From an optimization exercise on the open Yosys and OpenROAD flow, aimed at small area; shortcuts taken in it are not production practice. Function was checked by simulation only, so behaviour that the tests miss may differ from the original. In runs 2 to 5 the design's own scripts or RTL, not TritonCTS, make the clock network. No driver is modelled on the clock port, so clock power and skew are understated where the tree is cut down; a real chip needs a root buffer or a tree. Power is estimated from default activity; no workload was simulated.

==> design/flow/design.v <==
module scc (
    input  wire        clk,
    input  wire        rst,           
    input  wire        cmd_valid,
    input  wire [7:0]  cmd,
    output wire        ready,
    input  wire        ofs_we,
    input  wire [31:0] ofs_wdata,
    output reg  [31:0] ofs,
    output wire [31:0] msf,           
    output reg  [31:0] edc,
    output wire [31:0] status,
    output reg         mem_en,
    output reg         mem_we,
    output reg  [11:0] mem_addr,
    output reg  [7:0]  mem_wdata,
    input  wire [7:0]  mem_rdata
);
    reg        msf_v;                 
    reg [6:0]  msf_f, msf_s;          
    reg [7:0]  msf_m;                 
    reg        sync_ok, form2, blank, addr_ok;
    reg [1:0]  cause;
    wire       err = cause[0] | cause[1];
    reg [7:0]  fcmd;                  
    assign msf    = {6'd0, msf_v, 2'd0, msf_f, 1'b0, msf_s, msf_m};
    assign status = {8'd0, fcmd, 5'd0, cause, err, 4'd0, addr_ok, blank, form2, sync_ok};
    localparam [3:0] S_IDLE  = 4'd0,
                     S_DEC   = 4'd1,
                     S_MSF   = 4'd2,
                     S_WR    = 4'd3,
                     S_CHK   = 4'd4,
                     S_EDC   = 4'd5,
                     S_EDCW  = 4'd6,
                     S_ERD   = 4'd7,
                     S_ELAST = 4'd8,
                     S_EW0   = 4'd9,
                     S_EW1   = 4'd10;
    reg [3:0]  st;
    reg [11:0] a;           
    reg [2:0]  sub;         
    reg [2:0]  mh;          
    reg [7:0]  acc_a;       
    reg [7:0]  acc_b;       
    reg [6:0]  maj;         
    assign ready = (st == S_IDLE);
    wire clr = rst | (ready & cmd_valid & (cmd == 8'hFF));
    wire op_msfenc = ~fcmd[3] & ~fcmd[4] & ~fcmd[5];    
    wire op_clr    = fcmd[4] & ~fcmd[1] & ~fcmd[0];     
    wire op_synth  = fcmd[5];
    wire layer_q   = fcmd[2];                           
    wire [3:0] fq = acc_a[6:3];
    wire [2:0] fr = acc_a[2:0];
    wire [3:0] sq = acc_b[6:3];
    wire [2:0] sr = acc_b[2:0];
    wire [4:0] mq = {acc_b[7], maj[6:3]};
    wire [2:0] mr = maj[2:0];
    wire       bad = acc_a[7];
    function [3:0] dbl5;
        input [2:0] r;
        input       c;
        begin
            case ({r, c})
                4'b000_0: dbl5 = 4'b0_000;
                4'b000_1: dbl5 = 4'b0_001;
                4'b001_0: dbl5 = 4'b0_010;
                4'b001_1: dbl5 = 4'b0_011;
                4'b010_0: dbl5 = 4'b0_100;
                4'b010_1: dbl5 = 4'b1_000;
                4'b011_0: dbl5 = 4'b1_001;
                4'b011_1: dbl5 = 4'b1_010;
                4'b100_0: dbl5 = 4'b1_011;
                default:  dbl5 = 4'b1_100;
            endcase
        end
    endfunction
    wire [4:0]  msf_i = {a[1:0], sub};                
    reg  [18:0] ofs_rev;
    integer     jj;
    always @(*)
        for (jj = 0; jj < 19; jj = jj + 1)
            ofs_rev[jj] = ofs[18 - jj];
    wire        ofs_bit = ofs_rev[msf_i];
    wire [3:0]  fd  = dbl5(fr, ofs_bit);
    wire        cf  = fq[3] | ((fq == 4'd7) & fd[3]);
    wire [3:0]  fqn = {fq[2:0], fd[3]} + {3'd0, cf};
    wire [3:0]  sd  = dbl5(sr, cf);
    wire        cs  = (sq > 4'd5);
    wire [2:0]  sq6 = sq[2:0] - 3'd6;
    wire [3:0]  sqn = {cs ? sq6 : sq[2:0], sd[3]};
    wire [3:0]  md  = dbl5(mr, cs);
    wire [4:0]  mqn = {mq[3:0], md[3]};
    wire        badn = bad | (mq > 5'd9);
    wire        k1  = (sr > 3'd2);
    wire [2:0]  src = k1 ? sr - 3'd3 : sr + 3'd2;
    wire        k2  = k1 & (sq == 4'd11);
    wire [3:0]  sqc = k2 ? 4'd0 : sq + {3'd0, k1};
    wire        k3  = k2 & (mr == 3'd4);
    wire [2:0]  mrc = k3 ? 3'd0 : mr + {2'd0, k2};
    wire [4:0]  mqc = mq + {4'd0, k3};
    wire        badc = bad | (k3 & (mq == 5'd19));
    wire        ofs_bad = bad | (|ofs[31:19]);
    wire [4:0] hq = (a[1:0] == 2'd0) ? mq : (a[1:0] == 2'd1) ? {1'b0, sq} : {1'b0, fq};
    wire [2:0] hr = (a[1:0] == 2'd0) ? mr : (a[1:0] == 2'd1) ? sr : fr;
    wire [3:0] hu = hq[0] ? {1'b0, hr} + 4'd5 : {1'b0, hr};
    wire [7:0] hdr_b = (a[1:0] == 2'd3) ? 8'h02 : {hq[4:1], hu};
    wire       a_lo16 = (a[11:4] == 8'd0);
    wire [7:0] sync_b = (a[3:0] == 4'd0 || a[3:0] == 4'd11) ? 8'h00 : 8'hFF;
    wire [7:0] pat    = ~a_lo16 ? 8'h00 : (a[3:2] == 2'b11) ? hdr_b : sync_b;
    wire [2:0]  bsel   = sub - 3'd1;
    wire        crc_in = (st == S_EDC) & mem_rdata[bsel];
    wire        fb     = edc[0] ^ crc_in;
    wire [31:0] edc_sh = {fb, edc[31:1]} ^ ((fb & (st == S_EDC)) ? 32'h58018001 : 32'd0);
    function [7:0] gf_mul2;
        input [7:0] x;
        gf_mul2 = {x[6:0], 1'b0} ^ (x[7] ? 8'h1D : 8'h00);
    endfunction
    function [7:0] div3;
        input [7:0] x;
        reg [7:0] q;
        reg p7;
        begin
            q[0] = x[0];
            q[1] = q[0] ^ x[1];
            q[2] = q[1] ^ x[2];
            q[3] = q[2] ^ x[3];
            q[4] = q[3] ^ x[4];
            q[5] = q[4] ^ x[5];
            q[6] = q[5] ^ x[6];
            q[7] = q[6] ^ x[7];
            p7 = q[7];
            div3 = {q[7], q[6], q[5], q[4], q[3] ^ p7, q[2], q[1] ^ p7, q[0] ^ p7};
        end
    endfunction
    wire [5:0]  minor   = {mh, sub};
    wire [5:0]  n_last  = layer_q ? 6'd42 : 6'd23;
    wire [6:0]  m_last  = layer_q ? 7'd123 : 7'd113;    
    wire        q_wrap  = (a >= 12'd2160);
    wire        q_high  = (a >= 12'd1388);
    reg  [11:0] k_ecc;
    always @(*) begin
        if (st == S_ERD)
            k_ecc = layer_q ? (q_wrap ? 12'd1948 : 12'd88) : 12'd86;
        else if (!layer_q)
            k_ecc = 12'd2119;
        else if (!maj[0])
            k_ecc = q_high ? 12'd2637 : 12'd777;
        else
            k_ecc = q_high ? 12'd2721 : 12'd861;
    end
    wire [7:0]  p0 = div3(gf_mul2(acc_a) ^ acc_b);
    wire [7:0]  p1 = p0 ^ acc_b;
    wire [8:0]  w1lo  = {1'b0, layer_q, maj} + (layer_q ? 9'd52 : 9'd86);
    wire [11:0] waddr = (st == S_EW1) ? {3'b100, w1lo} : {4'b1000, layer_q, maj};
    reg [11:0] a_end;
    always @(*) begin
        if (st == S_CHK) begin
            case (fcmd[1:0])
                2'd0:    a_end = 12'd11;
                2'd1:    a_end = 12'd23;
                2'd2:    a_end = 12'd2351;
                default: a_end = 12'd15;
            endcase
        end else begin
            if (op_msfenc || fcmd[1])      a_end = 12'd15;     
            else if (fcmd[0])              a_end = 12'd11;     
            else                           a_end = 12'd2351;   
        end
    end
    wire pass_end = (a == a_end) && (sub == 3'd7);
    wire [7:0] chk_exp = pat | {2'b00, (fcmd[1:0] == 2'd1) & a[1] & ~a[0], 5'd0};
    always @(*) begin
        mem_en    = 1'b0;
        mem_we    = 1'b0;
        mem_addr  = a;
        mem_wdata = 8'h00;
        case (st)
            S_WR: begin
                mem_en    = ~op_msfenc;
                mem_we    = 1'b1;
                mem_wdata = op_clr ? 8'h00 : pat;
            end
            S_CHK, S_EDC, S_ERD: mem_en = 1'b1;
            S_EDCW: begin
                mem_en    = (sub == 3'd1);
                mem_we    = 1'b1;
                mem_wdata = edc[7:0];
            end
            S_EW0, S_EW1: begin
                mem_en    = 1'b1;
                mem_we    = 1'b1;
                mem_addr  = waddr;
                mem_wdata = (st == S_EW1) ? p1 : p0;
            end
            default: ;
        endcase
    end
    wire        sub_wrap = &sub;
    wire [2:0]  sub_inc  = {sub[2] ^ (sub[1] & sub[0]), sub[1] ^ sub[0], ~sub[0]};
    wire        in_ecc   = (st == S_ERD) | (st == S_ELAST) | (st == S_EW0) | (st == S_EW1);
    wire        a_step   = ((st == S_ERD) & (minor != n_last)) | (st == S_EW1);
    wire [11:0] k_add    = a_step ? k_ecc : 12'd0;
    wire        cin_a    = ~in_ecc & sub_wrap;
    reg  [11:0] a_sum;
    reg         cy;
    integer     ii;
    always @(*) begin
        cy = cin_a;
        for (ii = 0; ii < 12; ii = ii + 1) begin
            a_sum[ii] = a[ii] ^ k_add[ii] ^ cy;
            cy        = (a[ii] & k_add[ii]) | (cy & (a[ii] ^ k_add[ii]));
        end
    end
    wire [14:0] c_inc = {a_sum, sub_inc};
    always @(posedge clk) begin
        if (clr) begin
            ofs     <= 32'd0;
            msf_v   <= 1'b0;
            msf_f   <= 7'd0;
            msf_s   <= 7'd0;
            msf_m   <= 8'd0;
            edc     <= 32'd0;
            sync_ok <= 1'b0;
            form2   <= 1'b0;
            blank   <= 1'b0;
            addr_ok <= 1'b0;
            cause   <= 2'd0;
            fcmd    <= 8'd0;
        end
        {a, sub} <= c_inc;
        mh       <= mh + {2'd0, sub_wrap};
        if (rst) begin
            st <= S_IDLE;
        end else begin
            case (st)
            S_IDLE: begin
                if (ofs_we)
                    ofs <= ofs_wdata;
                if (cmd_valid && cmd != 8'hFF && !err) begin
                    fcmd <= cmd;
                    st   <= S_DEC;
                end
            end
            S_DEC: begin
                {a, sub} <= 15'd0;
                acc_a    <= 8'd0;
                acc_b    <= 8'd0;
                maj      <= 7'd0;
                mh       <= 3'd0;
                case (fcmd)
                    8'h01, 8'h0B, 8'h12, 8'h20: st <= S_MSF;
                    8'h02: begin
                        a  <= 12'd16;
                        st <= S_EDC;
                    end
                    8'h03, 8'h04: begin
                        a   <= 12'd12;
                        maj <= fcmd[2] ? 7'd72 : 7'd28;
                        st <= S_ERD;
                    end
                    8'h08: begin sync_ok <= 1'b1; st <= S_CHK; end
                    8'h09: begin form2 <= 1'b1; a <= 12'd16; st <= S_CHK; end
                    8'h0A: begin blank <= 1'b1; a <= 12'd16; st <= S_CHK; end
                    8'h10, 8'h11: st <= S_WR;
                    default: begin
                        cause <= 2'd2;
                        st    <= S_IDLE;
                    end
                endcase
            end
            S_MSF: begin
                {a, sub} <= c_inc;
                if (msf_i < 5'd19) begin
                    acc_a <= {badn, fqn, fd[2:0]};
                    acc_b <= {mqn[4], sqn, sd[2:0]};
                    maj   <= {mqn[3:0], md[2:0]};
                end else if (msf_i == 5'd19) begin
                    acc_a[7] <= badc;
                    acc_b    <= {mqc[4], sqc, src};
                    maj      <= {mqc[3:0], mrc};
                end else begin
                    {a, sub} <= {12'd12, 3'd0};
                    if (ofs_bad) begin
                        cause <= 2'd1;
                        st    <= S_IDLE;
                    end else if (fcmd[3]) begin       
                        addr_ok <= 1'b1;
                        st      <= S_CHK;
                    end else begin
                        st <= S_WR;
                        if (op_synth) begin
                            edc      <= 32'd0;
                            {a, sub} <= 15'd0;
                        end
                    end
                end
            end
            S_WR: begin
                {a, sub} <= c_inc;
                if (op_msfenc) begin
                    case (a[1:0])
                        2'd0: msf_m <= hdr_b;
                        2'd1: msf_s <= hdr_b[6:0];
                        2'd2: msf_f <= hdr_b[6:0];
                        default: msf_v <= 1'b1;
                    endcase
                end
                if (pass_end) begin
                    if (op_synth) begin
                        {a, sub} <= {12'd12, 3'd0};
                        acc_a    <= 8'd0;
                        acc_b    <= 8'd0;
                        maj      <= 7'd28;
                        mh       <= 3'd0;
                        st       <= S_ERD;
                    end else begin
                        fcmd <= 8'd0;
                        st   <= S_IDLE;
                    end
                end
            end
            S_CHK: begin
                {a, sub} <= c_inc;
                if (sub != 3'd0 && mem_rdata != chk_exp) begin
                    case (fcmd[1:0])
                        2'd0: sync_ok <= 1'b0;
                        2'd1: form2   <= 1'b0;
                        2'd2: blank   <= 1'b0;
                        default: addr_ok <= 1'b0;
                    endcase
                end
                if (pass_end) begin
                    fcmd <= 8'd0;
                    st   <= S_IDLE;
                end
            end
            S_EDC: begin
                {a, sub} <= c_inc;
                if (a == 12'd16 && sub == 3'd0)
                    edc <= 32'd0;
                else
                    edc <= edc_sh;
                if (a == 12'd2072)
                    st <= S_EDCW;
            end
            S_EDCW: begin
                {a, sub} <= c_inc;
                edc <= edc_sh;
                if (a == 12'd2076) begin
                    fcmd <= 8'd0;
                    st   <= S_IDLE;
                end
            end
            S_ERD: begin
                if (minor != 6'd0) begin
                    acc_a <= gf_mul2(acc_a ^ mem_rdata);
                    acc_b <= acc_b ^ mem_rdata;
                end
                if (minor == n_last)
                    st <= S_ELAST;
            end
            S_ELAST: begin
                acc_a <= gf_mul2(acc_a ^ mem_rdata);
                acc_b <= acc_b ^ mem_rdata;
                st    <= S_EW0;
            end
            S_EW0: st <= S_EW1;
            S_EW1: begin
                acc_a     <= 8'd0;
                acc_b     <= 8'd0;
                {mh, sub} <= 6'd0;
                maj       <= maj + 7'd1;
                st        <= S_ERD;
                if (maj == m_last) begin
                    maj <= 7'd72;
                    a   <= 12'd12;
                    if (op_synth && !layer_q) begin
                        fcmd[2] <= 1'b1;
                    end else begin
                        fcmd <= 8'd0;
                        st   <= S_IDLE;
                    end
                end
            end
            default: st <= S_IDLE;
            endcase
        end
    end
endmodule
==> design/flow/flow/run.sh <==
#!/bin/bash
# Own layout flow: the standard ORFS flow with
#  - an area-oriented ABC mapping script (registers are mapped exactly as in
#    the standard synthesis; only the combinational mapping differs),
#  - no full-adder extraction before ABC,
#  - minimum-size port buffers and small clock-tree buffers.
# Each tool's full output is kept in a log file in this folder.
set -uo pipefail
W=$(pwd)
rm -rf "$W/scripts_local"
cp -r "$FLOW_HOME/scripts" "$W/scripts_local"
cp "$W/flow/abc_area.script" "$W/scripts_local/abc_area.script"
bash "$W/standard.sh" \
    "SCRIPTS_DIR=$W/scripts_local" \
    ABC_AREA=1 \
    SLEW_MARGIN=0 \
    CAP_MARGIN=0 \
    SKIP_REPAIR_TIE_FANOUT=1 \
    ADDER_MAP_FILE= \
    "BUFFER_PORTS_ARGS=-buffer_cell sky130_fd_sc_hd__buf_1" \
    "CTS_ARGS=-sink_clustering_enable -repair_clock_nets -dont_use_dummy_load -buf_list sky130_fd_sc_hd__clkbuf_8 -root_buf sky130_fd_sc_hd__clkbuf_8" \
    finish > "$W/orfs_make.log" 2>&1
rc=$?
tail -40 "$W/orfs_make.log"
exit $rc
==> design/flow/flow/abc_area.script <==
strash
&get -n
&st
&synch2
&dch -f
&nf -a -R 1000
&put
mfs2 -a
strash
&get -n
&st
&syn2
&dch -f
&nf -a -R 1000
&put
topo
==> design/flow/standard.sh <==
#!/bin/bash
# synth_recipe.tcl (not shown) runs the flow's synth.tcl, then flattens the netlist and writes it again
# the make line also repeats each setting of config.mk as NAME=value (left out here)
make -C /OpenROAD-flow-scripts/flow DESIGN_CONFIG=/design/flow/config.mk WORK_HOME=/design/flow/orfs CLKGATE_MAP_FILE= SYNTH_SCRIPT=/design/flow/synth_recipe.tcl "${@:-finish}"
==> design/flow/config.mk <==
export PLATFORM = sky130hd
export DESIGN_NAME = scc
export DESIGN_NICKNAME = scc
export VERILOG_FILES = /design/flow/design.v
export SDC_FILE = /design/flow/constraint.sdc
export NUM_CORES = 4
export LEC_CHECK = 0
export CAP_MARGIN = 20
export CORE_MARGIN = 2
export CORE_UTILIZATION = 40
export PLACE_DENSITY = 0.6
export SLEW_MARGIN = 20
==> design/flow/constraint.sdc <==
create_clock -name core_clock -period 27.0 [get_ports {clk}]
set_input_delay 5.4000 -clock core_clock [delete_from_list [all_inputs] [get_ports {clk}]]
set_output_delay 5.4000 -clock core_clock [all_outputs]
set_load 0.01 [all_outputs]
==> results of run 1 <==
[placed cells by master, fill, tap and decap left out, types with 7 or more instances in the layout]
cell / instances
sky130_fd_sc_hd__a22o_1: 61
sky130_fd_sc_hd__edfxtp_1: 23
sky130_fd_sc_hd__nand4_1: 7
sky130_fd_sc_hd__o31ai_1: 7
sky130_fd_sc_hd__nor3_1: 35
sky130_fd_sc_hd__a22oi_1: 12
sky130_fd_sc_hd__o22ai_1: 15
sky130_fd_sc_hd__a31oi_1: 14
sky130_fd_sc_hd__dfxtp_1: 123
sky130_fd_sc_hd__clkinv_1: 15
sky130_fd_sc_hd__a21oi_1: 75
sky130_fd_sc_hd__a211oi_1: 8
sky130_fd_sc_hd__clkbuf_8: 17
sky130_fd_sc_hd__nor2b_1: 14
sky130_fd_sc_hd__buf_4: 11
sky130_fd_sc_hd__o21a_1: 7
sky130_fd_sc_hd__nand2_1: 117
sky130_fd_sc_hd__xnor2_1: 55
sky130_fd_sc_hd__and2_0: 13
sky130_fd_sc_hd__or2_0: 10
sky130_fd_sc_hd__o21ai_0: 117
sky130_fd_sc_hd__and3_1: 8
sky130_fd_sc_hd__nand2b_1: 19
sky130_fd_sc_hd__nand3_1: 47
sky130_fd_sc_hd__nor2_1: 99
sky130_fd_sc_hd__nor4_1: 13
sky130_fd_sc_hd__buf_1: 176
sky130_fd_sc_hd__xor2_1: 33
[cell type report]
| class | instances | area (sq um) |
|---|---|---|
| timing repair buffer | 187 | 743 |
| inverter | 15 | 56.3 |
| multi-input combinational | 858 | 5050 |
| fill | 2192 | 11400 |
| tap | 275 | 344 |
| clock buffer | 17 | 234 |
| sequential | 146 | 3150 |
[flip-flops by register name, summed over array words and instances, names as in the netlist, 7 cells and up]
| signal | count |
|---|---|
| a | 12 |
| ofs | 32 |
| maj | 7 |
| msf_m | 8 |
| msf_f | 7 |
| edc | 32 |
| acc_b | 8 |
| msf_s | 7 |
| fcmd | 8 |
| acc_a | 8 |
[cell families after synthesis]
| family | count (synthesis) |
|---|---|
| simple gates | 405 |
| flops | 146 |
| buf+inv | 49 |
| fa+ha+maj | 6 |
| xor+xnor | 88 |
| compound gates | 355 |
| other cells | 1 |
| mux | 3 |
[path summary, 6_finish.rpt]
kind,depth (start not counted),to,slack [ns]
hold reg to reg,2,msf_m[7],0.46
hold / removal,2,msf_m[7],0.46
setup / recovery,11,mem_wdata[1],14.12
setup reg to reg,18,a[11],21.16
[routing by layer]
layer	global-route usage	vias to the layer above	wire length, um
li1	-	4218	-
met1	0.345	4004	12500
met2	0.365	398	12000
met3	0.0500	43	2410
met4	0.0755	0	521
met5	0	-	0
[tightest hold or removal path: cells and delay by family (launching register included)]
kind / cells / cell delay, ns
flops: 1 / 0.31
simple gates: 1 / 0.05
compound gates: 1 / 0.05
[power by group through the flow]
stage / Sequential [W] / Combinational, W / Clock, W
final: 0.000319 / 0.000379 / 0.000133
after floorplan: 0.000306 / 0.000277 / 0
after detailed placement: 0.000321 / 0.000374 / 0
after global routing: 0.000324 / 0.000418 / 0.000143
after global placement: 0.000322 / 0.000374 / 0
after CTS: 0.000317 / 0.000377 / 0.000136
[stage by stage]
step	power [W]	area [sq um]	worst slack [ns]	utilization
floorplan	0.000583	8500	14.81	-
global placement	0.000696	9350	14.24	0.446
detailed placement	0.000696	9350	14.15	0.446
CTS	0.000829	9580	14.12	0.457
global route	0.000885	9580	13.97	0.457
finish	0.000830	9580	14.12	0.457
==> reports/metrics.csv, run 1 <==
stage;metric;value;unit
status;status;no timing/DRC/antenna violations;
critical_path;worst_ep_required_time;21.60;ns
timing;fin_crit;12.88;ns
cts;htree_levels;4;
logic_synthesis;syn_nets;1105;
die;floorplan_die_height;150;um
hold_path;hold_path.class;reg -> reg;
route;post_drt_wl_per_cell;18.3;um
logic_synthesis;seq_area_frac_synth;0.371;
timing;max_freq;77.7;MHz
logic_synthesis;synth_compound_gate_area_share;0.266;
timing;setup_violations;0;
timing;finalHoldViolations;0;
route;viasPerCell;5.78;
critical_path;reg2reg_from;st[0];
die;chipWidth;150;um
power;power.density_cell_area;86.6;nW/um^2
final_layout;antenna_cells_inserted;0;
cts;hold_buffer_count_at_cts;0;
die;fp-row-count;53;
final_layout;layout-drive-gt1-share;0.0253;
logic_synthesis;synth_warnings;1;
timing;hold_ws;0.460;ns
die;start_util;0.406;
route;number_of_detailed_route_iterations_in_the_first_pass;5;
critical_path;timing.critical_path.arrival;7.48;ns
timing;slew_violations;0;
cts;numCtsBuffers;17;
final_layout;area_growth_syn_to_layout;12.7;%
power;seq_power_share;0.384;
power;switching_share;0.447;
critical_path;critPathMaxFanout;6;
place;post-place-cells;1481;
timing;rsz0062_at_grt;false;
grt;via_count_of_the_first_global_routing_pass;7733;
timing;finalClockSkew;0.0269;ns
logic_synthesis;post_synth_num_cell_types;53;
critical_path;crit_path_start;mem_rdata[2];
route;detail_route.drc_violations;0;
timing;fin_crit_sh;0.477;
critical_path;buffers_inverters_on_critical_path;2;
logic_synthesis;synth_seq_cells;146;
flow_run;drv_cap;0;
power;power.share.clock;0.160;
cts;post-cts-setup-buffers;0;
logic_synthesis;post_synth_edffs;23;
cts;clock_sink_count;146;
power;largest_voltage_drop_on_the_vdd_net;47.8;uV
grt;grt_max_degree;33;
logic_synthesis;main_combinational_cell_family_by_area_after_synthesis;compound AO/OA/AOI/OAI gates;
logic_synthesis;adder_cell_share_of_the_synthesized_area;0.00706;
hold_path;hp-start;msf_m[7];
power;p_int;0.000459;W
route;total_number_of_vias;8663;
critical_path;critPathLaunchType;primary input;
die;floorplan.core_area;21000;sq um
cts;cts_tree;done;
place;detailed_place_hpwl;20100;um
logic_synthesis;leading_cell_type_by_number_of_instances_after_synthesis;sky130_fd_sc_hd__dfxtp_1;
route;postRouteWirelength;27500;um
logic_synthesis;syn_area;8500;sq um
final_layout;finish.cell_count_without_fillers;1498;
timing;worst_slew_pin_slew;1.18;ns
grt;aggregate_global_route_resource_usage;0.242;
critical_path;worst_path_largest_cell_delay;0.47;ns
critical_path;crit_type;in -> out;
cts;clock_insertion_delay_worst_skew;0.47;ns
cts;post_cts_sizing;0;
logic_synthesis;synthesis.instances;1053;
grt;number_of_antenna_violations_at_the_first_check_in_global_routing;0;
logic_synthesis;yosys.area.top_type;sky130_fd_sc_hd__dfxtp_1;
place;gpl.final_weighted_congestion;0.942;
power;power.combinational.fraction;0.456;
power;total_leakage_power;3.27;nW
cts;cts-root-buf;sky130_fd_sc_hd__clkbuf_8;
timing;timing.setup.tns;0;ns
logic_synthesis;yosysTopAreaCellShare;0.290;
timing;relative_max_transition_margin;0.214;
logic_synthesis;syn_area_per_cell;8.08;sq um
grt;global_route_wire_length_before_repair;42500;um
critical_path;critical_path.slowest_cell;sky130_fd_sc_hd__nor2_1;
logic_synthesis;synth.mux.area_fraction;0.00353;
final_layout;finalNetCount;1277;
die;design.portCount;203;
critical_path;crit_family;simple AND/OR/NAND/NOR gates;
route;detail_route.iter0.violations;776;
logic_synthesis;post_synth_most_frequent_cells;123 x sky130_fd_sc_hd__dfxtp_1, 117 x sky130_fd_sc_hd__nand2_1, 117 x sky130_fd_sc_hd__o21ai_0, 100 x sky130_fd_sc_hd__nor2_1, 76 x sky130_fd_sc_hd__a21oi_1;
route;postRouteAntennaNets;0;
logic_synthesis;ys_top_cells_by_area;sky130_fd_sc_hd__dfxtp_1 29%, sky130_fd_sc_hd__edfxtp_1 8.1%, sky130_fd_sc_hd__o21ai_0 6.9%, sky130_fd_sc_hd__a22o_1 6.3%, sky130_fd_sc_hd__xnor2_1 5.7%;
place;portBuffers;176;
cts;cts.reportedPaths.clkPinSlew;0.07;ns
critical_path;crit_path_cell_trace;buf_1, o22a_1, o21ai_0, o22ai_1, nand4_1, xor2_1, nor2_1, xor2_1, nand2_1, o221ai_1, buf_1;
die;dieArea;22400;sq um
cts;buffers_from_clock_root_to_sink_at_most;2;
logic_synthesis;synth_simple_gate_area_share;0.225;
grt;grt_overflow_total;0;
logic_synthesis;synth-async-reset-ratio;0;
power;power.net_switching;0.000371;W
logic_synthesis;synthFlopType;sky130_fd_sc_hd__dfxtp_1;
critical_path;end_kind;primary output;
logic_synthesis;synth_xor_xnor_area_share;0.0906;
==> run 2, diff against run 1 <==
--- a/design/flow/design.v
+++ b/design/flow/design.v
@@ -197,10 +197,9 @@
     end
     wire        sub_wrap = &sub;
     wire [2:0]  sub_inc  = {sub[2] ^ (sub[1] & sub[0]), sub[1] ^ sub[0], ~sub[0]};
-    wire        in_ecc   = (st == S_ERD) | (st == S_ELAST) | (st == S_EW0) | (st == S_EW1);
-    wire        a_step   = ((st == S_ERD) & (minor != n_last)) | (st == S_EW1);
-    wire [11:0] k_add    = a_step ? k_ecc : 12'd0;
-    wire        cin_a    = ~in_ecc & sub_wrap;
+    wire        is_ecc   = (st == S_ERD) | (st == S_EW1);
+    wire [11:0] k_add    = is_ecc ? k_ecc : 12'd0;
+    wire        cin_a    = ~is_ecc & sub_wrap;
     reg  [11:0] a_sum;
     reg         cy;
     integer     ii;
@@ -227,8 +226,6 @@
             cause   <= 2'd0;
             fcmd    <= 8'd0;
         end
-        {a, sub} <= c_inc;
-        mh       <= mh + {2'd0, sub_wrap};
         if (rst) begin
             st <= S_IDLE;
         end else begin
@@ -352,12 +349,16 @@
                 end
             end
             S_ERD: begin
+                sub <= sub_inc;
+                mh  <= mh + {2'd0, sub_wrap};
                 if (minor != 6'd0) begin
                     acc_a <= gf_mul2(acc_a ^ mem_rdata);
                     acc_b <= acc_b ^ mem_rdata;
                 end
                 if (minor == n_last)
                     st <= S_ELAST;
+                else
+                    a <= a_sum;
             end
             S_ELAST: begin
                 acc_a <= gf_mul2(acc_a ^ mem_rdata);
@@ -370,6 +371,7 @@
                 acc_b     <= 8'd0;
                 {mh, sub} <= 6'd0;
                 maj       <= maj + 7'd1;
+                a         <= a_sum;
                 st        <= S_ERD;
                 if (maj == m_last) begin
                     maj <= 7'd72;
--- a/design/flow/flow/run.sh
+++ b/design/flow/flow/run.sh
@@ -10,6 +10,9 @@
 rm -rf "$W/scripts_local"
 cp -r "$FLOW_HOME/scripts" "$W/scripts_local"
 cp "$W/flow/abc_area.script" "$W/scripts_local/abc_area.script"
+cp "$W/flow/manual_cts.tcl" "$W/scripts_local/manual_cts.tcl"
+sed -i 's|^log_cmd clock_tree_synthesis {\*}\$cts_args|source $::env(SCRIPTS_DIR)/manual_cts.tcl|' "$W/scripts_local/cts.tcl"
+grep -q manual_cts "$W/scripts_local/cts.tcl" || exit 3
 bash "$W/standard.sh" \
     "SCRIPTS_DIR=$W/scripts_local" \
     ABC_AREA=1 \
@@ -18,6 +21,9 @@
     SKIP_REPAIR_TIE_FANOUT=1 \
     ADDER_MAP_FILE= \
     "BUFFER_PORTS_ARGS=-buffer_cell sky130_fd_sc_hd__buf_1" \
+    MANUAL_CTS_BUF=sky130_fd_sc_hd__clkbuf_8 \
+    MANUAL_CTS_ROOT=sky130_fd_sc_hd__clkbuf_16 \
+    "MANUAL_CTS_SPLITS=3 2 2" \
     "CTS_ARGS=-sink_clustering_enable -repair_clock_nets -dont_use_dummy_load -buf_list sky130_fd_sc_hd__clkbuf_8 -root_buf sky130_fd_sc_hd__clkbuf_8" \
     finish > "$W/orfs_make.log" 2>&1
 rc=$?
==> design/flow/flow/manual_cts.tcl (new file) <==
# Two-level clock tree built by hand in place of TritonCTS: one root buffer
# at the centre of the flip-flops, driving one leaf buffer per cluster of
# flip-flops (clusters from recursive splitting of their locations). Every
# flip-flop sees the same two buffers.
set db [ord::get_db]
set block [ord::get_db_block]
set clk_net [$block findNet clk]
set pts {}
foreach it [$clk_net getITerms] {
  set bb [[$it getInst] getBBox]
  lappend pts [list $it [expr {([$bb xMin] + [$bb xMax]) / 2}] [expr {([$bb yMin] + [$bb yMax]) / 2}]]
}
proc cts_split {pts idx k} {
  set s [lsort -integer -index $idx $pts]
  set n [llength $s]
  set out {}
  for {set i 0} {$i < $k} {incr i} {
    lappend out [lrange $s [expr {$i * $n / $k}] [expr {($i + 1) * $n / $k - 1}]]
  }
  return $out
}
proc cts_centroid {pts} {
  set sx 0
  set sy 0
  foreach p $pts {
    set sx [expr {$sx + [lindex $p 1]}]
    set sy [expr {$sy + [lindex $p 2]}]
  }
  set n [llength $pts]
  return [list [expr {$sx / $n}] [expr {$sy / $n}]]
}
# recursive splitting into equal-count parts, alternating x and y; the part
# counts per level are in MANUAL_CTS_SPLITS
set clusters [list $pts]
set l 0
foreach k $::env(MANUAL_CTS_SPLITS) {
  set next {}
  foreach c $clusters {
    foreach h [cts_split $c [expr {1 + ($l % 2)}] $k] {
      lappend next $h
    }
  }
  set clusters $next
  incr l
}
set buf [$db findMaster $::env(MANUAL_CTS_BUF)]
set rbuf [$db findMaster $::env(MANUAL_CTS_ROOT)]
set root [odb::dbInst_create $block $rbuf clkbuf_root]
set rnet [odb::dbNet_create $block clknet_root]
$rnet setSigType CLOCK
[$root findITerm A] connect $clk_net
[$root findITerm X] connect $rnet
lassign [cts_centroid $pts] cx cy
$root setLocation $cx $cy
$root setPlacementStatus PLACED
set i 0
foreach c $clusters {
  set leaf [odb::dbInst_create $block $buf clkbuf_leaf_$i]
  set lnet [odb::dbNet_create $block clknet_leaf_$i]
  $lnet setSigType CLOCK
  [$leaf findITerm A] connect $rnet
  [$leaf findITerm X] connect $lnet
  foreach p $c {
    set it [lindex $p 0]
    $it disconnect
    $it connect $lnet
  }
  lassign [cts_centroid $c] lx ly
  $leaf setLocation $lx $ly
  $leaf setPlacementStatus PLACED
  puts "manual CTS: clkbuf_leaf_$i drives [llength $c] flip-flops"
  incr i
}
global_connect
==> run 2 against run 1 <==
First-iteration DRC count is 3.2% lower. Utilization is 0.38 points higher. Synthesized cell count is 2.5% lower. Critical path type unchanged. Critical endpoint unchanged. Largest cell class unchanged.
==> reports/metrics.csv, run 2 <==
stage;metric;value;unit;change
status;status;no timing/DRC/antenna violations;;
critical_path;critPathMaxFanout;6;;unchanged
critical_path;critPathLaunchType;primary input;;
logic_synthesis;post_synth_edffs;41;;+78%
timing;hold_ws;0.462;ns;+0.00136 ns
critical_path;worst_path_largest_cell_delay;0.30;ns;-0.17 ns
critical_path;reg2reg_slack;21.81;ns;+0.65 ns
final_layout;filler_cell_count;2192;;unchanged
timing;fin_crit;12.84;ns;-0.0327 ns
die;dieArea;23000;sq um;+2.3%
critical_path;crit_type;in -> out;;
critical_path;worst_ep_required_time;21.60;ns;about the same
hold_path;hold_path.class;reg -> reg;;
final_layout;highest_count_cells_in_the_layout_ignoring_fill_and_taps;176 x sky130_fd_sc_hd__buf_1, 133 x sky130_fd_sc_hd__a21oi_1, 110 x sky130_fd_sc_hd__nor2_1;;
logic_synthesis;yosys.area.top_type;sky130_fd_sc_hd__dfxtp_1;;
final_layout;finalNetCount;1251;;-2.0%
die;fp-row-count;53;;unchanged
cts;post_cts_sizing;0;;unchanged
critical_path;rr_worst_depth;19;;+1
die;floorplan_die_height;152;um;+1.2%
critical_path;critical_path.slowest_cell;sky130_fd_sc_hd__xnor2_1;;
logic_synthesis;syn_area;8710;sq um;+2.4%
logic_synthesis;synth_warnings;1;;unchanged
route;detail_route.drc_violations;0;;unchanged
timing;setup_violations;0;;unchanged
logic_synthesis;synthFlopType;sky130_fd_sc_hd__dfxtp_1;;
place;gpl.final_weighted_congestion;0.946;;+0.37%
timing;finalHoldViolations;0;;unchanged
critical_path;timing.critical_path.arrival;7.44;ns;-0.04 ns
grt;global_route_wire_length_before_repair;44500;um;+4.6%
place;dp_worst_setup_slack;14.19;ns;+0.0334 ns
logic_synthesis;post_synth_most_frequent_cells;133 x sky130_fd_sc_hd__a21oi_1, 111 x sky130_fd_sc_hd__nor2_1, 105 x sky130_fd_sc_hd__dfxtp_1, 97 x sky130_fd_sc_hd__nand2_1, 68 x sky130_fd_sc_hd__a22o_1;;
hold_path;hold_path_cell_cnt;2;;unchanged
timing;max_freq;77.9;MHz;+0.25%
logic_synthesis;leading_cell_type_by_number_of_instances_after_synthesis;sky130_fd_sc_hd__a21oi_1;;
timing;relative_max_transition_margin;0.269;;+0.0545
power;power.density_cell_area;80.2;nW/um^2;-7.4%
grt;aggregate_global_route_resource_usage;0.244;;+0.00189
timing;fin_crit_sh;0.476;;-0.00121
cts;post-cts-setup-buffers;0;;unchanged
route;number_of_detailed_route_iterations_in_the_first_pass;5;;unchanged
logic_synthesis;synth-async-reset-ratio;0;;unchanged
critical_path;crit_path_cell_trace;buf_1, mux4_2, clkinv_1, a21oi_1, nand3_1, xnor2_1, nand2_1, xnor2_1, nand2_1, o221ai_1, buf_1;;
timing;timing.setup.tns;0;ns;unchanged
logic_synthesis;yosysTopAreaCellShare;0.241;;-0.0481
grt;via_count_of_the_first_global_routing_pass;8033;;+3.9%
cts;clock_insertion_delay_worst_skew;0.39;ns;-0.08 ns
final_layout;area_growth_syn_to_layout;12.4;%;
route;total_number_of_vias;8748;;+0.98%
route;postRouteAntennaNets;0;;unchanged
flow_run;drv_cap;0;;unchanged
route;postRouteWirelength;29100;um;+5.8%
route;post_drt_wl_per_cell;19.7;um;+7.7%
cts;hold_buffer_count_at_cts;0;;unchanged
route;detail_route.iter0.violations;751;;-3.2%
final_layout;antenna_cells_inserted;0;;unchanged
final_layout;finish.cell_count_without_fillers;1472;;-1.7%
logic_synthesis;synthesis.instances;1027;;-2.5%
timing;rsz0062_at_grt;false;;
place;post-place-cells;1459;;-1.5%
critical_path;crit_family;XOR/XNOR gates;;
final_layout;registers_with_the_highest_flip_flop_counts;edc x32, ofs x32, a x12;;
die;chipWidth;152;um;+1.2%
final_layout;final_area;9790;sq um;+2.1%
place;detailed_place_hpwl;21500;um;+6.7%
logic_synthesis;syn_nets;1079;;-2.4%
critical_path;reg2reg_from;a[2];;
place;placement_stage_cell_area;9600;sq um;+2.6%
timing;finalClockSkew;0.0259;ns;-0.000987 ns
hold_path;hp-start;msf_v;;
grt;number_of_antenna_violations_at_the_first_check_in_global_routing;0;;unchanged
logic_synthesis;seq_area_frac_synth;0.383;;+0.0121
route;viasPerCell;5.94;;+2.8%
power;total_leakage_power;3.31;nW;+1.3%
power;largest_voltage_drop_on_the_vdd_net;46.6;uV;-2.5%
grt;grt_overflow_total;0;;unchanged
logic_synthesis;post_synth_num_cell_types;55;;+3.8%
die;design.portCount;203;;unchanged
cts;cts.reportedPaths.clkPinSlew;0.08;ns;about the same
die;floorplan.core_area;21200;sq um;+1.3%
grt;grt_max_degree;36;;+9.1%
critical_path;timing.rr.end;a[11];;
critical_path;critical_path_cell_count;11;;unchanged
final_layout;mostFrequentLayoutCell;sky130_fd_sc_hd__buf_1;;
timing;slew_violations;0;;unchanged
final_layout;layout-drive-gt1-share;0.0317;;+0.00640
timing;worst_slew_pin_slew;1.09;ns;-0.0888 ns
logic_synthesis;ys_top_cells_by_area;sky130_fd_sc_hd__dfxtp_1 24%, sky130_fd_sc_hd__edfxtp_1 14%, sky130_fd_sc_hd__a21oi_1 7.6%, sky130_fd_sc_hd__a22o_1 6.8%, sky130_fd_sc_hd__xnor2_1 5.8%;;
timing;timing.final.ws_setup;14.16;ns;+0.0327 ns
logic_synthesis;synth_seq_cells;146;;unchanged
die;start_util;0.410;;+0.00448
critical_path;buffers_inverters_on_critical_path;3;;+1
logic_synthesis;syn_area_per_cell;8.48;sq um;+5.0%
critical_path;end_kind;primary output;;
place;portBuffers;176;;unchanged
hold_path;hold_path_end;msf_v;;
run 2: layout make-up:
cell class	instances	area, sq um	share of cell area
multi-input combinational	835	5100	0.521
sequential	146	3330	0.341
timing repair buffer	191	773	0.0790
tap	275	344	0.0352
buffer	13	190	0.0194
inverter	12	45.0	0.00460
run 2: worst max path at each step:
stage | start | endpoint | slack, ns
floorplan | mem_rdata[6] | mem_wdata[1] | 14.79
finish | mem_rdata[6] | mem_wdata[1] | 14.16
global route | mem_rdata[6] | mem_wdata[1] | 13.92
detailed placement | mem_rdata[6] | mem_wdata[1] | 14.19
CTS | mem_rdata[6] | mem_wdata[1] | 14.17
global placement | mem_rdata[6] | mem_wdata[1] | 14.19
run 2: power breakdown:
part	total, W	switching (W)	internal [W]
Sequential	0.000321	0.0000586	0.000262
Clock	0.000120	0.0000733	0.0000467
Combinational	0.000344	0.000213	0.000131
Total	0.000785	0.000345	0.000440
run 2: per-layer routing:
| metal | global-route usage | up-vias | part of all wire |
|---|---|---|---|
| met1 | 0.348 | 4077 | 0.45 |
| li1 | - | 4179 | - |
| met5 | 0 | - | 0 |
| met4 | 0.0884 | 0 | 0.040 |
| met3 | 0.0368 | 60 | 0.085 |
| met2 | 0.374 | 432 | 0.43 |
run 2: logic make-up after synthesis:
logic type      after synthesis  synth area share
compound gates              370             0.276
xor+xnor                     86            0.0865
fa+ha+maj                     4           0.00460
buf+inv                      46            0.0345
flops                       146             0.383
mux                           7            0.0152
other cells                   1          0.000431
simple gates                367             0.200
run 2: per-stage QoR:
stage | utilization | total power (W)
finish | 0.461 | 0.000785
global route | 0.461 | 0.000833
CTS | 0.461 | 0.000750
detailed placement | 0.452 | 0.000662
global placement | 0.452 | 0.000662
floorplan | - | 0.000556
run 2: worst register-to-register path, stage by stage, from the launching register on:
cell and delay, ns:
sky130_fd_sc_hd__edfxtp_1 0.55, sky130_fd_sc_hd__and2_0 0.35, sky130_fd_sc_hd__a311oi_1 0.35, sky130_fd_sc_hd__nor3_1 0.08, sky130_fd_sc_hd__a211oi_1 0.49, sky130_fd_sc_hd__xnor2_1 0.19
sky130_fd_sc_hd__a31o_1 0.20, sky130_fd_sc_hd__nor2_1 0.10, sky130_fd_sc_hd__maj3_1 0.40, sky130_fd_sc_hd__o21bai_1 0.25, sky130_fd_sc_hd__o21a_1 0.16, sky130_fd_sc_hd__a21oi_1 0.06
sky130_fd_sc_hd__nand3b_1 0.11, sky130_fd_sc_hd__nand2_1 0.09, sky130_fd_sc_hd__maj3_1 0.40, sky130_fd_sc_hd__maj3_1 0.42, sky130_fd_sc_hd__maj3_1 0.39, sky130_fd_sc_hd__o22ai_1 0.16
sky130_fd_sc_hd__xor2_1 0.16, sky130_fd_sc_hd__nor2_1 0.05
==> run 3, diff against run 2 <==
--- a/design/flow/design.v
+++ b/design/flow/design.v
@@ -197,9 +197,10 @@
     end
     wire        sub_wrap = &sub;
     wire [2:0]  sub_inc  = {sub[2] ^ (sub[1] & sub[0]), sub[1] ^ sub[0], ~sub[0]};
-    wire        is_ecc   = (st == S_ERD) | (st == S_EW1);
-    wire [11:0] k_add    = is_ecc ? k_ecc : 12'd0;
-    wire        cin_a    = ~is_ecc & sub_wrap;
+    wire        in_ecc   = (st == S_ERD) | (st == S_ELAST) | (st == S_EW0) | (st == S_EW1);
+    wire        a_step   = ((st == S_ERD) & (minor != n_last)) | (st == S_EW1);
+    wire [11:0] k_add    = a_step ? k_ecc : 12'd0;
+    wire        cin_a    = ~in_ecc & sub_wrap;
     reg  [11:0] a_sum;
     reg         cy;
     integer     ii;
@@ -226,6 +227,8 @@
             cause   <= 2'd0;
             fcmd    <= 8'd0;
         end
+        {a, sub} <= c_inc;
+        mh       <= mh + {2'd0, sub_wrap};
         if (rst) begin
             st <= S_IDLE;
         end else begin
@@ -349,16 +352,12 @@
                 end
             end
             S_ERD: begin
-                sub <= sub_inc;
-                mh  <= mh + {2'd0, sub_wrap};
                 if (minor != 6'd0) begin
                     acc_a <= gf_mul2(acc_a ^ mem_rdata);
                     acc_b <= acc_b ^ mem_rdata;
                 end
                 if (minor == n_last)
                     st <= S_ELAST;
-                else
-                    a <= a_sum;
             end
             S_ELAST: begin
                 acc_a <= gf_mul2(acc_a ^ mem_rdata);
@@ -371,7 +370,6 @@
                 acc_b     <= 8'd0;
                 {mh, sub} <= 6'd0;
                 maj       <= maj + 7'd1;
-                a         <= a_sum;
                 st        <= S_ERD;
                 if (maj == m_last) begin
                     maj <= 7'd72;
--- a/design/flow/flow/run.sh
+++ b/design/flow/flow/run.sh
@@ -3,7 +3,11 @@
 #  - an area-oriented ABC mapping script (registers are mapped exactly as in
 #    the standard synthesis; only the combinational mapping differs),
 #  - no full-adder extraction before ABC,
-#  - minimum-size port buffers and small clock-tree buffers.
+#  - minimum-size port buffers,
+#  - one tie cell for all constant outputs (no tie fan-out repair),
+#  - repair aiming at the library's own slew and capacitance limits,
+#  - a two-level clock tree built by hand (flow/manual_cts.tcl): one root
+#    buffer and one leaf buffer per cluster of flip-flops.
 # Each tool's full output is kept in a log file in this folder.
 set -uo pipefail
 W=$(pwd)
@@ -16,6 +20,8 @@
 bash "$W/standard.sh" \
     "SCRIPTS_DIR=$W/scripts_local" \
     ABC_AREA=1 \
+    CORE_UTILIZATION=65 \
+    PLACE_DENSITY=0.8 \
     SLEW_MARGIN=0 \
     CAP_MARGIN=0 \
     SKIP_REPAIR_TIE_FANOUT=1 \
@@ -24,7 +30,6 @@
     MANUAL_CTS_BUF=sky130_fd_sc_hd__clkbuf_8 \
     MANUAL_CTS_ROOT=sky130_fd_sc_hd__clkbuf_16 \
     "MANUAL_CTS_SPLITS=3 2 2" \
-    "CTS_ARGS=-sink_clustering_enable -repair_clock_nets -dont_use_dummy_load -buf_list sky130_fd_sc_hd__clkbuf_8 -root_buf sky130_fd_sc_hd__clkbuf_8" \
     finish > "$W/orfs_make.log" 2>&1
 rc=$?
 tail -40 "$W/orfs_make.log"
==> design/flow/flow/abc_area.script (replaced) <==
strash
&get -n
&st
&synch2
&dch -f
&nf -a -R 1000
&put
mfs2 -a
strash
dch -f
amap
mfs2 -a
strash
&get -n
&st
&syn2
&dch -f
&nf -a -R 1000
&put
mfs2 -a
strash
&get -n
&st
&syn2
&dch -f
&nf -a -R 1000
&put
topo
==> run 3 against run 2 <==
Still clean. Sequential power about the same. Power up 4.6%. Hold slack improved by 0.012 ns. Utilization grew 28 points. Critical path depth fell by 2. Routed wire length fell by 14%. Register-to-register slack got worse by 0.73 ns. Via count decreased by 0.97%. Die area is 41% lower. First-iteration DRC count up 20%. Maximum frequency shrank 6.3%. Largest cell class unchanged.
==> reports/metrics.csv, run 3 <==
stage;metric;value;unit;change
status;status;no timing/DRC/antenna violations;;
logic_synthesis;syn_area_per_cell;8.36;sq um;-1.3%
hold_path;hold_path.class;reg -> reg;;
timing;timing.final.ws_setup;13.30;ns;-0.857 ns
die;chipWidth;117;um;-23%
die;floorplan_die_height;117;um;-23%
grt;via_count_of_the_first_global_routing_pass;7669;;-4.5%
die;design.portCount;203;;unchanged
critical_path;end_kind;primary output;;
logic_synthesis;yosysTopAreaCellShare;0.297;;+0.0560
place;portBuffers;176;;unchanged
timing;hold_ws;0.474;ns;+0.0120 ns
critical_path;reg2reg_from;st[0];;
logic_synthesis;syn_area;8280;sq um;-4.9%
timing;slew_violations;0;;unchanged
flow_run;drv_cap;0;;unchanged
route;viasPerCell;6.51;;+9.5%
power;total_leakage_power;3.25;nW;-2.0%
route;detail_route.drc_violations;0;;unchanged
grt;grt_overflow_total;0;;unchanged
final_layout;registers_with_the_highest_flip_flop_counts;edc x32, ofs x32, a x12;;
timing;finalHoldViolations;0;;unchanged
route;postRouteAntennaNets;0;;unchanged
route;number_of_detailed_route_iterations_in_the_first_pass;7;;+2
logic_synthesis;synthesis.instances;990;;-3.6%
power;design_power_total;0.000821;W;+4.6%
logic_synthesis;seq_area_frac_synth;0.381;;-0.00203
logic_synthesis;post_synth_most_frequent_cells;123 x sky130_fd_sc_hd__dfxtp_1, 103 x sky130_fd_sc_hd__o21ai_0, 98 x sky130_fd_sc_hd__nand2_1, 88 x sky130_fd_sc_hd__nor2_1, 71 x sky130_fd_sc_hd__a21oi_1;;
timing;finalClockSkew;0.0187;ns;-0.00724 ns
route;postRouteWirelength;24900;um;-14%
route;detail_route.iter0.violations;898;;+20%
timing;setup_violations;0;;unchanged
cts;cts.reportedPaths.clkPinSlew;0.08;ns;about the same
logic_synthesis;syn_nets;1042;;-3.4%
timing;max_freq;73.0;MHz;-6.3%
grt;global_route_wire_length_before_repair;38900;um;-13%
timing;rsz0062_at_grt;false;;
critical_path;critPathMaxFanout;6;;unchanged
place;gpl.final_weighted_congestion;1.00;;+6.1%
final_layout;area_growth_syn_to_layout;11.3;%;
cts;clock_insertion_delay_worst_skew;0.37;ns;-0.02 ns
timing;worst_slew_pin_slew;1.15;ns;+0.0631 ns
die;start_util;0.662;;+0.251
critical_path;timing.critical_path.arrival;8.30;ns;+0.86 ns
timing;fin_crit;13.70;ns;+0.857 ns
power;largest_voltage_drop_on_the_vdd_net;67.4;uV;+45%
die;dieArea;13700;sq um;-41%
logic_synthesis;synth-async-reset-ratio;0;;unchanged
critical_path;crit_path_start;mem_rdata[7];;
critical_path;critPathLaunchType;primary input;;
final_layout;layout-drive-gt1-share;0.0276;;-0.00414
hold_path;hold_path_cell_cnt;2;;unchanged
die;fp-row-count;41;;-23%
grt;aggregate_global_route_resource_usage;0.350;;+0.107
logic_synthesis;synth_warnings;1;;unchanged
grt;number_of_antenna_violations_at_the_first_check_in_global_routing;0;;unchanged
timing;fin_crit_sh;0.507;;+0.0317
logic_synthesis;synth_seq_cells;146;;unchanged
cts;post-cts-setup-buffers;0;;unchanged
logic_synthesis;post_synth_num_cell_types;59;;+7.3%
logic_synthesis;yosys.area.top_type;sky130_fd_sc_hd__dfxtp_1;;
logic_synthesis;ys_top_cells_by_area;sky130_fd_sc_hd__dfxtp_1 30%, sky130_fd_sc_hd__edfxtp_1 8.3%, sky130_fd_sc_hd__a22o_1 7.4%, sky130_fd_sc_hd__o21ai_0 6.2%, sky130_fd_sc_hd__xnor2_1 6.0%;;
timing;timing.setup.tns;0;ns;unchanged
cts;hold_buffer_count_at_cts;0;;unchanged
logic_synthesis;synthFlopType;sky130_fd_sc_hd__dfxtp_1;;
critical_path;rr_worst_depth;19;;unchanged
final_layout;highest_count_cells_in_the_layout_ignoring_fill_and_taps;176 x sky130_fd_sc_hd__buf_1, 123 x sky130_fd_sc_hd__dfxtp_1, 103 x sky130_fd_sc_hd__o21ai_0;;
grt;grt_max_degree;33;;-8.3%
route;total_number_of_vias;8663;;-0.97%
logic_synthesis;leading_cell_type_by_number_of_instances_after_synthesis;sky130_fd_sc_hd__dfxtp_1;;
power;power.density_cell_area;89.0;nW/um^2;+11%
die;floorplan.core_area;12500;sq um;-41%
place;detailed_place_hpwl;18400;um;-14%
final_layout;mostFrequentLayoutCell;sky130_fd_sc_hd__buf_1;;
final_layout;antenna_cells_inserted;0;;unchanged
critical_path;crit_type;in -> out;;
final_layout;finalNetCount;1213;;-3.0%
final_layout;filler_cell_count;1062;;-52%
place;dp_worst_setup_slack;13.51;ns;-0.681 ns
cts;post_cts_sizing;0;;unchanged
critical_path;worst_ep_required_time;21.60;ns;about the same
hold_path;hp-start;msf_m[7];;
route;post_drt_wl_per_cell;18.7;um;-5.1%
timing;relative_max_transition_margin;0.231;;-0.0373
logic_synthesis;post_synth_edffs;23;;-44%
-- run 3: changes by cell type after synthesis, moves of 13 or more --
cell                       delta
sky130_fd_sc_hd__o21ai_0     +43
sky130_fd_sc_hd__edfxtp_1    -18
sky130_fd_sc_hd__dfxtp_1     +18
sky130_fd_sc_hd__nor3_1      +13
sky130_fd_sc_hd__nand3_1     +14
sky130_fd_sc_hd__nor2_1      -23
sky130_fd_sc_hd__a22oi_1     +14
sky130_fd_sc_hd__a21oi_1     -62
-- run 3: cell families (layout without fill, tap and decap cells) --
group           count (synthesis)  after routing  synth area share
compound gates                354            354             0.282
other cells                     1              1          0.000453
buf+inv                        50            219            0.0381
simple gates                  345            345             0.197
mux                             7              7           0.00861
xor+xnor                       80             80            0.0846
flops                         146            146             0.381
fa+ha+maj                       7              7           0.00846
-- run 3: cell type report --
class                   count  area, sq um  share of cell area
well taps                 172          215              0.0233
multi-input cells         794         4840               0.524
repair buffers            190          766              0.0831
flip-flops and latches    146         3150               0.342
plain buffers              13          190              0.0206
inverters                  16         60.1             0.00651
-- run 3: critical path, stage by stage --
cell	delay, ns
sky130_fd_sc_hd__buf_1	0.18
sky130_fd_sc_hd__mux2_1	0.32
sky130_fd_sc_hd__o311ai_0	0.80
sky130_fd_sc_hd__xor2_1	0.18
sky130_fd_sc_hd__nor3_1	0.82
sky130_fd_sc_hd__xor2_1	0.19
sky130_fd_sc_hd__nand2_1	0.12
sky130_fd_sc_hd__o221ai_1	0.13
sky130_fd_sc_hd__buf_1	0.16
-- run 3: worst paths after layout --
kind,slack [ns],endpoint
max,13.30,mem_wdata[1]
min,0.47,msf_m[7]
max reg2reg,21.08,a[10]
min reg2reg,0.47,msf_m[7]
-- run 3: metal layers --
| layer | global-route usage | share of wire | up-vias | wire length [um] |
|---|---|---|---|---|
| li1 | - | - | 4049 | - |
| met1 | 0.477 | 0.41 | 3973 | 10300 |
| met2 | 0.557 | 0.43 | 565 | 10800 |
| met3 | 0.0747 | 0.12 | 76 | 2970 |
| met4 | 0.116 | 0.033 | 0 | 819 |
| met5 | 0 | 0 | - | 0 |
-- run 3: through the flow --
step / utilization / instance area (sq um) / cells
floorplan: - / 8280 / 990
global placement: 0.721 / 9030 / 1318
detailed placement: 0.721 / 9030 / 1318
CTS: 0.737 / 9220 / 1331
global route: 0.737 / 9220 / 1331
finish: 0.737 / 9220 / 1331
-- run 3: power breakdown --
part / switching (W) / internal [W]
sequential: 0.0000628 / 0.000257
clock: 0.0000678 / 0.0000467
combinational: 0.000233 / 0.000153
total: 0.000364 / 0.000457
==> run 4, diff against run 3 <==
--- a/design/flow/flow/run.sh
+++ b/design/flow/flow/run.sh
@@ -20,8 +20,8 @@
 bash "$W/standard.sh" \
     "SCRIPTS_DIR=$W/scripts_local" \
     ABC_AREA=1 \
-    CORE_UTILIZATION=65 \
-    PLACE_DENSITY=0.8 \
+    CORE_UTILIZATION=75 \
+    PLACE_DENSITY=0.9 \
     SLEW_MARGIN=0 \
     CAP_MARGIN=0 \
     SKIP_REPAIR_TIE_FANOUT=1 \
==> run 4 against run 3 <==
Global-route usage grew 6.5 points. Final cell count down 2.8%. Die area fell by 13%. Routed wire length rose by 4.6%. Via count is 4.1% higher. Hold slack got worse by 0.011 ns. Power increased by 1.7%. Combinational power is 3% higher. Largest cell class unchanged.
==> reports/metrics.csv, run 4 <==
stage;metric;value;unit;change
logic_synthesis;syn_area;8280;sq um;unchanged
timing;fin_crit;13.54;ns;-0.165 ns
die;design.portCount;203;;unchanged
status;status;no timing/DRC/antenna violations;;
final_layout;mostFrequentLayoutCell;sky130_fd_sc_hd__buf_1;;
final_layout;antenna_cells_inserted;0;;unchanged
timing;max_freq;73.9;MHz;+1.2%
grt;grt_overflow_total;0;;unchanged
critical_path;critPathLaunchType;primary input;;
route;viasPerCell;6.97;;+7.1%
timing;finalClockSkew;0.0198;ns;+0.00110 ns
logic_synthesis;syn_nets;1042;;unchanged
timing;rsz0062_at_grt;false;;
logic_synthesis;synth_seq_cells;146;;unchanged
flow_run;drv_cap;0;;unchanged
grt;number_of_antenna_violations_at_the_first_check_in_global_routing;1;;+1
die;floorplan.core_area;10800;sq um;-14%
logic_synthesis;ys_top_cells_by_area;sky130_fd_sc_hd__dfxtp_1 30%, sky130_fd_sc_hd__edfxtp_1 8.3%, sky130_fd_sc_hd__a22o_1 7.4%, sky130_fd_sc_hd__o21ai_0 6.2%, sky130_fd_sc_hd__xnor2_1 6.0%;;
die;start_util;0.767;;+0.106
logic_synthesis;post_synth_edffs;23;;unchanged
timing;relative_max_transition_margin;0.161;;-0.0708
logic_synthesis;synth-async-reset-ratio;0;;unchanged
die;fp-row-count;38;;-7.3%
critical_path;worst_ep_required_time;21.60;ns;about the same
power;total_leakage_power;3.22;nW;-0.73%
die;floorplan_die_height;109;um;-6.7%
timing;timing.setup.tns;0;ns;unchanged
cts;cts.reportedPaths.clkPinSlew;0.08;ns;about the same
power;design_power_total;0.000835;W;+1.7%
die;dieArea;11900;sq um;-13%
critical_path;critPathMaxFanout;6;;unchanged
final_layout;registers_with_the_highest_flip_flop_counts;edc x32, ofs x32, a x12;;
route;postRouteAntennaNets;0;;unchanged
logic_synthesis;post_synth_most_frequent_cells;123 x sky130_fd_sc_hd__dfxtp_1, 103 x sky130_fd_sc_hd__o21ai_0, 98 x sky130_fd_sc_hd__nand2_1, 88 x sky130_fd_sc_hd__nor2_1, 71 x sky130_fd_sc_hd__a21oi_1;;
place;portBuffers;176;;unchanged
final_layout;finalNetCount;1208;;-0.41%
timing;worst_slew_pin_slew;1.26;ns;+0.105 ns
place;detailed_place_hpwl;18700;um;+1.9%
logic_synthesis;synthesis.instances;990;;unchanged
place;post-place-cells;1281;;-2.8%
hold_path;hold_path.class;reg -> reg;;
critical_path;crit_type;in -> out;;
final_layout;layout-drive-gt1-share;0.0234;;-0.00421
logic_synthesis;post_synth_num_cell_types;59;;unchanged
route;detail_route.iter0.violations;1367;;+52%
logic_synthesis;main_combinational_cell_family_by_area_after_synthesis;compound AO/OA/AOI/OAI gates;;
cts;post-cts-setup-buffers;0;;unchanged
cts;clock_insertion_delay_worst_skew;0.38;ns;about the same
logic_synthesis;synthFlopType;sky130_fd_sc_hd__dfxtp_1;;
route;post_drt_wl_per_cell;20.2;um;+7.6%
cts;post_cts_sizing;0;;unchanged
critical_path;timing.critical_path.arrival;8.14;ns;-0.16 ns
logic_synthesis;synth_warnings;1;;unchanged
logic_synthesis;yosys.area.top_type;sky130_fd_sc_hd__dfxtp_1;;
logic_synthesis;synth_compound_gate_area_share;0.282;;unchanged
grt;via_count_of_the_first_global_routing_pass;7949;;+3.7%
logic_synthesis;adder_cell_share_of_the_synthesized_area;0.00846;;unchanged
logic_synthesis;leading_cell_type_by_number_of_instances_after_synthesis;sky130_fd_sc_hd__dfxtp_1;;
logic_synthesis;syn_area_per_cell;8.36;sq um;unchanged
logic_synthesis;synth_xor_xnor_area_share;0.0846;;unchanged
timing;fin_crit_sh;0.501;;-0.00612
timing;finalHoldViolations;0;;unchanged
timing;setup_violations;0;;unchanged
grt;grt_max_degree;33;;unchanged
logic_synthesis;synth.mux.area_fraction;0.00861;;unchanged
critical_path;end_kind;primary output;;
cts;hold_buffer_count_at_cts;0;;unchanged
final_layout;area_growth_syn_to_layout;10.4;%;
final_layout;finish.cell_count_without_fillers;1294;;-2.8%
place;gpl.final_weighted_congestion;1.03;;+3.1%
route;total_number_of_vias;9020;;+4.1%
logic_synthesis;synth_simple_gate_area_share;0.197;;unchanged
timing;slew_violations;0;;unchanged
logic_synthesis;seq_area_frac_synth;0.381;;unchanged
route;number_of_detailed_route_iterations_in_the_first_pass;9;;+2
grt;aggregate_global_route_resource_usage;0.416;;+0.0654
grt;global_route_wire_length_before_repair;39800;um;+2.4%
power;power.density_cell_area;91.3;nW/um^2;+2.6%
power;largest_voltage_drop_on_the_vdd_net;65.4;uV;-2.9%
route;detail_route.drc_violations;0;;unchanged
die;chipWidth;109;um;-6.7%
final_layout;highest_count_cells_in_the_layout_ignoring_fill_and_taps;176 x sky130_fd_sc_hd__buf_1, 123 x sky130_fd_sc_hd__dfxtp_1, 102 x sky130_fd_sc_hd__o21ai_0;;
logic_synthesis;yosysTopAreaCellShare;0.297;;unchanged
route;postRouteWirelength;26100;um;+4.6%
==> run 4: cell count changes in the layout (fill, tap and decap cells not counted), sizes merged <==
cell	before	now
buf	190	185
==> run 4: layout make-up <==
cell class	instances	area, sq um
Buffer	13	190
Fill cell	672	1650
Multi-Input combinational cell	794	4840
Tap cell	140	175
Inverter	16	60.1
Sequential cell	146	3150
Timing Repair Buffer	185	728
==> run 4: power breakdown <==
| group | switching [W] | total, W | internal [W] |
|---|---|---|---|
| registers | 0.0000631 | 0.000321 | 0.000257 |
| clock network | 0.0000714 | 0.000118 | 0.0000467 |
| logic | 0.000245 | 0.000396 | 0.000151 |
| total | 0.000380 | 0.000835 | 0.000455 |
==> run 4: logic make-up (layout without fill, tap and decap cells) <==
kind of cell	Yosys count	count (layout)
compound gates	354	354
flops	146	146
xor+xnor	80	80
simple gates	345	345
mux	7	7
buf+inv	50	214
other cells	1	1
fa+ha+maj	7	7
==> run 4: critical path, cell delays in order <==
cell and delay, ns:
sky130_fd_sc_hd__buf_1 0.17, sky130_fd_sc_hd__mux2_1 0.34, sky130_fd_sc_hd__o311ai_0 0.63, sky130_fd_sc_hd__xor2_1 0.19, sky130_fd_sc_hd__nor3_1 0.81, sky130_fd_sc_hd__xor2_1 0.23
sky130_fd_sc_hd__nand2_1 0.07, sky130_fd_sc_hd__o221ai_1 0.07, sky130_fd_sc_hd__buf_1 0.23
==> run 4: per-stage QoR <==
step | setup WS (ns) | hold WS, ns | area [sq um] | util
CTS | 13.57 | 0.453 | 9140 | 0.847
finish | 13.46 | 0.463 | 9140 | 0.847
detailed placement | 13.58 | 0.453 | 8950 | 0.829
floorplan | 14.40 | 0.451 | 8280 | -
global placement | 13.69 | 0.442 | 8950 | 0.829
global route | 13.34 | 0.504 | 9140 | 0.847
==> run 4: final timing paths <==
check / from / end / slack (ns) / depth (start not counted)
setup / recovery: mem_rdata[7] / mem_wdata[1] / 13.46 / 9
setup reg to reg: st[0] / a[10] / 20.98 / 19
hold / removal: msf_m[7] / msf_m[7] / 0.46 / 2
hold reg to reg: msf_m[7] / msf_m[7] / 0.46 / 2
==> run 4: per-layer routing <==
metal	wire length (um)	GRT usage	up-vias
li1	-	-	4038
met1	9810	0.548	4181
met2	12100	0.676	673
met3	2920	0.0562	126
met4	1290	0.193	2
met5	13	0	-
==> run 5, diff against run 4 <==
--- a/design/flow/flow/abc_area.script
+++ b/design/flow/flow/abc_area.script
@@ -1,7 +1,7 @@
 strash
 &get -n
 &st
-&synch2
+&deepsyn -T 60
 &dch -f
 &nf -a -R 1000
 &put
==> run 5 against run 4 <==
Still clean on timing, DRC and antenna. Sequential power grew 5%. Power up 3.2%. Routed wire length fell by 3.1%. Combinational power up 4%. Largest cell class unchanged. Highest routed layer is now met4.
==> reports/metrics.csv, run 5 <==
stage;metric;value;unit;change
status;status;no timing/DRC/antenna violations;;
critical_path;most_used_cell_cp;sky130_fd_sc_hd__xnor2_1;;
critical_path;buffers_inverters_on_critical_path;1;;-1
timing;rsz0062_at_grt;false;;
route;detail_route.iter0.violations;1359;;-0.59%
route;postRouteWirelength;25300;um;-3.1%
grt;via_count_of_the_first_global_routing_pass;7845;;-1.3%
cts;post-cts-setup-buffers;0;;unchanged
logic_synthesis;syn_area_per_cell;8.13;sq um;-2.9%
timing;relative_max_transition_margin;0.204;;+0.0436
route;viasPerCell;6.93;;-0.55%
grt;grt_overflow_total;0;;unchanged
route;dr_wl_met3;3170;um;+8.6%
final_layout;antenna_cells_inserted;0;;unchanged
route;total_number_of_vias;9040;;+0.22%
die;floorplan.core_area;10700;sq um;-0.88%
critical_path;crit_path_cell_trace;xor2_1, xnor2_1, xnor2_1, xor2_1, xnor2_1, xor2_1, xnor2_1, xnor2_1, xnor2_1, xnor2_1, xor2_1, xnor2_1, o21ai_0, buf_1;;
logic_synthesis;leading_cell_type_by_number_of_instances_after_synthesis;sky130_fd_sc_hd__nor2_1;;
critical_path;reg2reg_slack;21.34;ns;+0.36 ns
cts;clock_insertion_delay_worst_skew;0.37;ns;about the same
critical_path;worst_ep_required_time;21.60;ns;about the same
timing;finalClockSkew;0.0152;ns;-0.00460 ns
place;gpl.final_weighted_congestion;1.09;;+5.3%
cts;post_cts_sizing;0;;unchanged
route;maxUsedRoutingLayer;met4;;
critical_path;crit_family;XOR/XNOR gates;;
route;post_drt_wl_per_cell;19.4;um;-3.9%
timing;setup_violations;0;;unchanged
critical_path;end_kind;primary output;;
final_layout;area_of_the_multi_input_gates;4700;sq um;-2.8%
logic_synthesis;synth-async-reset-ratio;0;;unchanged
logic_synthesis;synthFlopType;sky130_fd_sc_hd__dfxtp_1;;
final_layout;finish.cell_count_without_fillers;1304;;+0.77%
logic_synthesis;syn_nets;1054;;+1.2%
critical_path;crit_type;reg -> out;;
power;total_leakage_power;3.23;nW;+0.17%
critical_path;critPathLaunchType;flip-flop;;
logic_synthesis;synthesis.instances;1002;;+1.2%
power;design_power_total;0.000862;W;+3.2%
route;number_of_detailed_route_iterations_in_the_first_pass;8;;-1
die;fp-row-count;38;;unchanged
timing;fin_crit;9.75;ns;-3.79 ns
critical_path;critPathMaxFanout;13;;+7
final_layout;seqCellArea;3150;sq um;unchanged
logic_synthesis;yosysTopAreaCellShare;0.302;;+0.00507
final_layout;finalNetCount;1218;;+0.83%
final_layout;final_core_utilization;0.839;;-0.00791
timing;timing.setup.tns;0;ns;unchanged
flow_run;drv_cap;0;;unchanged
## run 5: worst paths after layout
kind | from | end | cells after the start
worst min-delay path | msf_s[2] | msf_s[2] | 2
worst max-delay path | acc_b[0] | mem_wdata[1] | 14
worst max register to register | st[2] | a[11] | 23
worst min register to register | msf_s[2] | msf_s[2] | 2
## run 5: worst min-delay path, cell delays in order (launching register included)
cell and delay, ns:
sky130_fd_sc_hd__dfxtp_1 0.33, sky130_fd_sc_hd__nor2_1 0.05, sky130_fd_sc_hd__nor2_1 0.08
## run 5: logic make-up (layout without fill, tap and decap cells)
group                      after synthesis  count (layout)  synth area share
adders and majority gates                4               4           0.00492
and+or+nand+nor                        395             395             0.221
AOI/OAI and AO/OA                      353             353             0.288
other                                    1               1          0.000461
xor gates and xnor gates                55              55            0.0592
DFF                                    146             146             0.387
buffers and inverters                   46             208            0.0369
muxes                                    2               2           0.00246
## run 5: final cells by class
type	count	area share
multi-input cells	810	0.524
inverters	12	0.00502
well taps	140	0.0195
repair buffers	183	0.0794
flip-flops and latches	146	0.351
plain buffers	13	0.0212
## run 5: metal layers
layer,vias up,global-route usage
met5,-,0
met4,0,0.201
met3,132,0.0741
met2,747,0.666
met1,4120,0.545
li1,4041,-
## run 5: power breakdown
part / internal (W) / switching [W]
clock: 0.0000467 / 0.0000691
combinational: 0.000147 / 0.000262
sequential: 0.000264 / 0.0000719
## run 5: through the flow
stage | area, sq um | hold slack [ns] | setup slack (ns)
3_3_place_gp | 8790 | 0.461 | 17.95
2_1_floorplan | 8140 | 0.438 | 18.30
3_5_place_dp | 8790 | 0.472 | 17.77
6_report | 8980 | 0.486 | 17.25
5_1_grt | 8980 | 0.520 | 16.91
4_1_cts | 8980 | 0.472 | 17.76

-- re-timing with driven ports --
Ports are ideal in the flow. The routed layouts listed here were re-timed in OpenROAD. Step 1 (the two cells are an assumption about what drives the block):
set clk [get_ports {clk}]
set_driving_cell -lib_cell sky130_fd_sc_hd__clkbuf_16 $clk
set_driving_cell -lib_cell sky130_fd_sc_hd__buf_2 [delete_from_list [all_inputs] $clk]
Step 2 also shifts input and output timing later by t, the mid clock arrival at the registers, as if the neighbouring blocks saw the same clock. a / b / c = no drivers / after step 1 / after step 2; a / b = the first two.
run	t (ns)	setup slack, ns	worst hold slack (ns)	slew at the worst register clock pin (ns)
run 1	0.493	14.123 / 14.082 / 14.082	0.460 / 0.460 / 0.460	0.10 / 0.10
run 2	0.423	14.156 / 14.130 / 14.130	0.462 / 0.462 / 0.462	0.10 / 0.10
run 3	0.405	13.299 / 13.261 / 13.261	0.474 / 0.474 / 0.474	0.09 / 0.09
run 4	0.410	13.464 / 13.439 / 13.439	0.463 / 0.463 / 0.463	0.10 / 0.10
run 5	0.411	17.250 / 17.204 / 17.615	0.486 / 0.486 / 0.486	0.09 / 0.09
After both steps setup and hold are still met in every run listed. The setup slack of run 1, which loses most, moves by -0.041 ns with the drivers and by -0.041 ns with both steps.
